Context: an optimization exercise on an open-source flow, tuned for small area. The choices shown serve that exercise and are no tape-out recipe.
In this exercise RTL edits were held to simulation tests only and were not proved equivalent to the original.
Power figures rest on the tool's default switching activity, not on a simulated workload.

==> flow/design.v <==
module spi_unit #(
    parameter integer CLKFREQ = 80000000
) (
    input  wire        clk,
    input  wire        rst,          
    input  wire        mb_we,
    input  wire [31:0] mb_wdata,
    output wire [31:0] mb_rdata,
    output wire        sclk,
    output reg         mosi,
    input  wire        miso,
    output wire        mem_we,
    output wire [14:0] mem_addr,
    output wire [7:0]  mem_wdata
);
    localparam [31:0] BUSY = 32'hFFFF_FFFD;
    localparam [26:0] ACC0 = 27'd67108864 - (CLKFREQ / 2);
    reg [31:0] mbn;          
    reg        cpol;
    reg        cpha;
    reg        bitorder;     
    reg [30:0] freq;
    reg        s_wop;        
    reg        s_shift;      
    reg        s_store;      
    reg        s_done;       
    reg [1:0]  kd;           
    reg [4:0]  pos;          
    reg [4:0]  rem;          
    reg        phase;        
    reg [26:0] z;            
    wire [31:0] mb   = ~mbn;
    wire        busy = s_shift | s_store | s_done;
    wire        s_cmd = ~(s_wop | busy);
    assign mb_rdata  = busy ? BUSY : mb;
    assign sclk      = cpol ^ phase;
    assign mem_we    = s_store;
    assign mem_addr  = mb[14:0];
    assign mem_wdata = mb[31:24];
    wire       fn_ok  = (mb[7:4] == 4'd0) & (~mb[3] | (mb[2:0] == 3'd0));    
    wire [3:0] fn     = mb[3:0];
    wire       cmd    = s_cmd & mb[31] & fn_ok;
    wire       rsv    = s_cmd & mb[31] & ~fn_ok;    
    wire       f_rd   = (fn == 4'd1) | (fn == 4'd3);
    wire       f_mode = (fn == 4'd5);
    wire       f_bits = (fn == 4'd6);
    wire       f_get  = fn[3];
    wire       f_opr  = ~f_rd & ~f_mode & ~f_bits & ~f_get;    
    wire       opnd   = s_wop & ~mb[31];                        
    wire [4:0] nm1;
    wire [5:0] nb;
    assign nb[0] = 1'b1;
    genvar gi;
    generate
        for (gi = 0; gi < 5; gi = gi + 1) begin : g_nm1
            assign nm1[gi]    = mb[8 + gi] ^ nb[gi];
            assign nb[gi + 1] = nb[gi] & ~mb[8 + gi];
        end
    endgenerate
    wire        tick = z[26];
    wire [25:0] y;                        
    wire [26:0] yc;
    assign yc[9]  = 1'b0;
    assign y[8:0] = z[8:0];
    generate
        for (gi = 9; gi < 26; gi = gi + 1) begin : g_cor
            wire kb = tick & ACC0[gi];
            assign y[gi]      = z[gi] ^ kb ^ yc[gi];
            assign yc[gi + 1] = (z[gi] & kb) | (z[gi] & yc[gi]) | (kb & yc[gi]);
        end
    endgenerate
    wire [26:0] z_nxt;                    
    wire [26:0] sc;
    assign sc[0] = 1'b0;
    generate
        for (gi = 0; gi < 26; gi = gi + 1) begin : g_add
            wire fb = (gi < 25) ? freq[gi] : 1'b0;
            assign z_nxt[gi]  = y[gi] ^ fb ^ sc[gi];
            assign sc[gi + 1] = (y[gi] & fb) | (y[gi] & sc[gi]) | (fb & sc[gi]);
        end
    endgenerate
    assign z_nxt[26] = sc[26];
    wire start = (cmd & f_rd) | (opnd & ~kd[0]);
    always @(posedge clk) begin
        if ((s_cmd | s_wop) & ~start)
            z <= {1'b1, 26'd0};
        else if (!s_store)
            z <= z_nxt;
    end
    wire lead  = s_shift & tick & ~phase;
    wire trail = s_shift & tick & phase;
    wire reads = kd[0] | kd[1];
    wire samp  = reads & (cpha ? trail : lead);
    wire last  = (rem == 5'd0);
    wire [4:0] pos_adv;
    wire [5:0] pt;
    assign pt[0] = 1'b1;
    generate
        for (gi = 0; gi < 5; gi = gi + 1) begin : g_pos
            assign pos_adv[gi] = pos[gi] ^ pt[gi];
            assign pt[gi + 1]  = pt[gi] & (pos[gi] ^ bitorder);
        end
    endgenerate
    wire [4:0] rem_dec;
    wire [5:0] rb;
    assign rb[0] = 1'b1;
    generate
        for (gi = 0; gi < 5; gi = gi + 1) begin : g_rem
            assign rem_dec[gi] = rem[gi] ^ rb[gi];
            assign rb[gi + 1]  = rb[gi] & ~rem[gi];
        end
    endgenerate
    wire [3:0] pd_lo = {pos[1:0] == 2'd3, pos[1:0] == 2'd2, pos[1:0] == 2'd1, pos[1:0] == 2'd0};
    wire [7:0] pd_hi = {pos[4:2] == 3'd7, pos[4:2] == 3'd6, pos[4:2] == 3'd5, pos[4:2] == 3'd4,
                        pos[4:2] == 3'd3, pos[4:2] == 3'd2, pos[4:2] == 3'd1, pos[4:2] == 3'd0}
                       & {8{samp}};
    wire [31:0] wr;
    generate
        for (gi = 0; gi < 32; gi = gi + 1) begin : g_wr
            assign wr[gi] = pd_hi[gi / 4] & pd_lo[gi % 4];
        end
    endgenerate
    wire [8:0] cnt     = mb[23:15];
    wire       cnt_z   = (cnt[7:0] == 8'd0);
    wire       cnt_end = cnt[8] & cnt_z;
    wire [23:0] st_val;
    wire [15:0] ac;
    assign ac[0] = 1'b1;
    generate
        for (gi = 0; gi < 15; gi = gi + 1) begin : g_inc
            assign st_val[gi] = mb[gi] ^ ac[gi];
            assign ac[gi + 1] = mb[gi] & ac[gi];
        end
    endgenerate
    assign st_val[23:15] = {cnt[7:0], cnt[8] ^ cnt[4] ^ cnt_z};
    wire set_all = rsv | (cmd & (f_mode | f_bits)) | (opnd & (kd == 2'b11))
                 | (s_done & ~kd[0]);
    wire set_hi  = set_all | (cmd & f_opr);
    wire ld_all  = cmd & (f_rd | f_get);
    wire ld_0    = cmd & ~f_mode & ~f_bits;
    wire cclr    = opnd & (kd == 2'b10);
    wire [30:0] fget = freq & {31{f_get}};
    wire [31:0] mbn_d;
    generate
        for (gi = 0; gi < 32; gi = gi + 1) begin : g_mb
            wire set = (gi == 0) ? set_all : set_hi;
            wire ld  = (gi == 0) ? ld_0 : ld_all;
            wire ldv = (gi < 31) ? fget[gi] : 1'b0;
            wire stv = (gi < 24) ? st_val[gi] : 1'b0;
            wire st  = (gi < 24) ? s_store : 1'b0;
            wire clr = (gi >= 15 && gi < 24) ? cclr : 1'b0;
            assign mbn_d[gi] = mb_we  ? ~mb_wdata[gi] :    
                               set    ? 1'b0 :
                               ld     ? ~ldv :
                               wr[gi] ? ~miso :
                               st     ? ~stv :
                               clr    ? 1'b1 : mbn[gi];
        end
    endgenerate
    always @(posedge clk) begin
        if (rst)
            mbn <= 32'd0;                         
        else
            mbn <= mbn_d;
    end
    always @(posedge clk) begin
        if (rst) begin
            cpol     <= 1'b0;
            cpha     <= 1'b0;
            bitorder <= 1'b0;
            freq     <= 31'd0;
            phase    <= 1'b0;
            mosi     <= 1'b0;
            s_wop    <= 1'b0;
            s_shift  <= 1'b0;
            s_store  <= 1'b0;
            s_done   <= 1'b0;
        end else if (s_cmd) begin
            kd  <= {mb[2], mb[0]};
            rem <= mb[2] ? 5'd7 : nm1;
            pos <= bitorder ? (mb[2] ? 5'd31 : nm1) : {mb[2], mb[2], 3'b000};
            if (cmd) begin
                if (f_rd) begin
                    if (mb[12:8] == 5'd0)
                        s_done <= 1'b1;
                    else
                        s_shift <= 1'b1;
                end
                if (f_mode) begin
                    cpha <= mb[8];
                    cpol <= mb[9];
                end
                if (f_bits)
                    bitorder <= mb[10];
                if (f_opr)
                    s_wop <= 1'b1;
            end
        end else if (s_wop) begin
            if (~mb[31]) begin
                s_wop <= 1'b0;
                if (kd == 2'b11) begin
                    freq <= mb[30:0];
                end else if (kd == 2'b10) begin
                    s_shift <= 1'b1;
                end else if (rem == 5'd31) begin
                    s_done <= 1'b1;       
                end else begin
                    s_shift <= 1'b1;
                    if (!cpha) begin
                        mosi <= mb[pos];
                        pos  <= pos_adv;
                    end
                end
            end
        end else if (s_shift) begin
            if (tick) begin
                phase <= ~phase;
                if (!phase) begin
                    if (!reads && cpha)
                        mosi <= mb[pos];
                end else begin
                    pos <= pos_adv;
                    rem <= rem_dec;
                    if (!reads && !cpha && !last)
                        mosi <= mb[pos];
                    if (last) begin
                        s_shift <= 1'b0;
                        if (kd[1])
                            s_store <= 1'b1;
                        else
                            s_done <= 1'b1;
                    end
                end
            end
        end else if (s_store) begin
            s_store <= 1'b0;
            if (cnt_end) begin
                s_done <= 1'b1;
            end else begin
                s_shift <= 1'b1;
                pos     <= bitorder ? 5'd31 : 5'd24;
                rem     <= 5'd7;
            end
        end else begin
            s_done <= 1'b0;
        end
    end
endmodule
Settings: LEC_CHECK=0, CAP_MARGIN=20, CORE_MARGIN=2, CORE_UTILIZATION=40, SLEW_MARGIN=20; clock period 10.0 ns.
standard.sh (not shown) runs the stock make flow with config.mk's settings and CLKGATE_MAP_FILE= SYNTH_SCRIPT=/design/flow/synth_recipe.tcl, a recipe that flattens the netlist after the stock synthesis.
==> flow/flow/run.sh <==
#!/bin/bash
# Own layout flow: the standard flow, with three changes.
#  1. After the standard synthesis, the combinational logic is mapped again
#     by ABC with an area-oriented script (flow/resyn.abc). Flip-flops, adder
#     cells and tie cells stay exactly as the standard synthesis made them.
#  2. The port buffers use the smallest buffer cell.
#  3. The clock tree uses clkbuf_8 and no dummy loads.
# Each tool writes its full output to a log file in this folder.
set -euo pipefail
here=$(pwd)
res=$here/orfs/results/${FLOW_PLATFORM}/spi_unit/base
lib=$FLOW_HOME/platforms/${FLOW_PLATFORM}/lib/sky130_fd_sc_hd__tt_025C_1v80.lib
yosys=${YOSYS_EXE:-$FLOW_HOME/../tools/install/yosys/bin/yosys}
knobs=(
  BUFFER_PORTS_ARGS="-buffer_cell sky130_fd_sc_hd__buf_1"
  CTS_ARGS="-sink_clustering_enable -repair_clock_nets -buf_list sky130_fd_sc_hd__clkbuf_8 -dont_use_dummy_load"
)

# 1. standard synthesis
bash standard.sh "${knobs[@]}" "$res/1_2_yosys.v" > synth_flow.log 2>&1

# 2. remap the combinational logic
python3 flow/cellfunc.py "$lib" cellfunc_map.v > cellfunc.log 2>&1
cp "$res/1_2_yosys.v" standard_1_2_yosys.v
cat > resyn.ys <<EOT
read_liberty -lib $lib
read_verilog standard_1_2_yosys.v
hierarchy -check -top $FLOW_TOP
techmap -map cellfunc_map.v
opt -purge
techmap
opt -fast
abc -liberty $lib -script $here/flow/resyn.abc -dont_use *lpflow* -dont_use *probe*
opt_clean -purge
hilomap -singleton -hicell sky130_fd_sc_hd__conb_1 HI -locell sky130_fd_sc_hd__conb_1 LO
splitnets
opt_clean -purge
stat -liberty $lib
write_verilog -noattr -noexpr -nohex -nodec resyn_1_2_yosys.v
EOT
"$yosys" -s resyn.ys > resyn.log 2>&1
cp resyn_1_2_yosys.v "$res/1_2_yosys.v"

# 3. the rest of the standard flow
bash standard.sh "${knobs[@]}" finish > standard_flow.log 2>&1
Other scripts of this flow, unchanged in this note and not shown: flow/flow/cellfunc.py, flow/flow/resyn.abc
Edit:
--- a/flow/design.v
+++ b/flow/design.v
@@ -112,9 +112,9 @@
     endgenerate
     wire [3:0] pd_lo = {pos[1:0] == 2'd3, pos[1:0] == 2'd2, pos[1:0] == 2'd1, pos[1:0] == 2'd0};
     wire [7:0] pd_hi = {pos[4:2] == 3'd7, pos[4:2] == 3'd6, pos[4:2] == 3'd5, pos[4:2] == 3'd4,
                         pos[4:2] == 3'd3, pos[4:2] == 3'd2, pos[4:2] == 3'd1, pos[4:2] == 3'd0}
-                       & {8{samp}};
+                       & {8{samp & miso}};
     wire [31:0] wr;
     generate
         for (gi = 0; gi < 32; gi = gi + 1) begin : g_wr
             assign wr[gi] = pd_hi[gi / 4] & pd_lo[gi % 4];
@@ -145,16 +145,15 @@
         for (gi = 0; gi < 32; gi = gi + 1) begin : g_mb
             wire set = (gi == 0) ? set_all : set_hi;
             wire ld  = (gi == 0) ? ld_0 : ld_all;
             wire ldv = (gi < 31) ? fget[gi] : 1'b0;
-            wire stv = (gi < 24) ? st_val[gi] : 1'b0;
-            wire st  = (gi < 24) ? s_store : 1'b0;
-            wire clr = (gi >= 15 && gi < 24) ? cclr : 1'b0;
+            wire stv = (gi < 24) ? st_val[gi] : 1'b0;    
+            wire clr = (gi >= 15) ? cclr : 1'b0;
             assign mbn_d[gi] = mb_we  ? ~mb_wdata[gi] :    
                                set    ? 1'b0 :
+                               wr[gi] ? 1'b0 :
                                ld     ? ~ldv :
-                               wr[gi] ? ~miso :
-                               st     ? ~stv :
+                               s_store ? ~stv :
                                clr    ? 1'b1 : mbn[gi];
         end
     endgenerate
     always @(posedge clk) begin
Result:
- design area went down by a few percent
- total power went down by about a fifth
- maximum frequency went up slightly
- non-clock buffer count is unchanged
- critical path depth does not change
- area after synthesis went down by a few percent
- sequential share of layout area went up by 1.7 points
- wire length went down by roughly a tenth
- core utilization barely changes
- global-route usage went down by 2.0 points
- clock skew hardly moves
- setup slack is better by 0.062 ns

port drivers added, routing unchanged:
How much do the figures lean on ideal ports? The routed layouts below were timed once more, with nothing changed but the port constraints.
Step 1, drivers: a clkbuf_16 drives clk and a buf_2 each remaining input, both assumed.
Step 2 also shifts input and output timing later by t, the mid clock arrival at the registers, as if the neighbouring blocks saw the same clock.
Slacks: ideal / step 1 / step 2; pairs: ideal / step 1.
| run | t (ns) | setup WS [ns] | worst hold slack (ns) |
|---|---|---|---|
| the first run | 0.432 | 0.535 / 0.535 / 0.535 | 0.466 / 0.466 / 0.466 |
| the second run | 0.420 | 0.596 / 0.596 / 0.596 | 0.495 / 0.495 / 0.495 |
After both steps setup and hold are still met in every run listed.
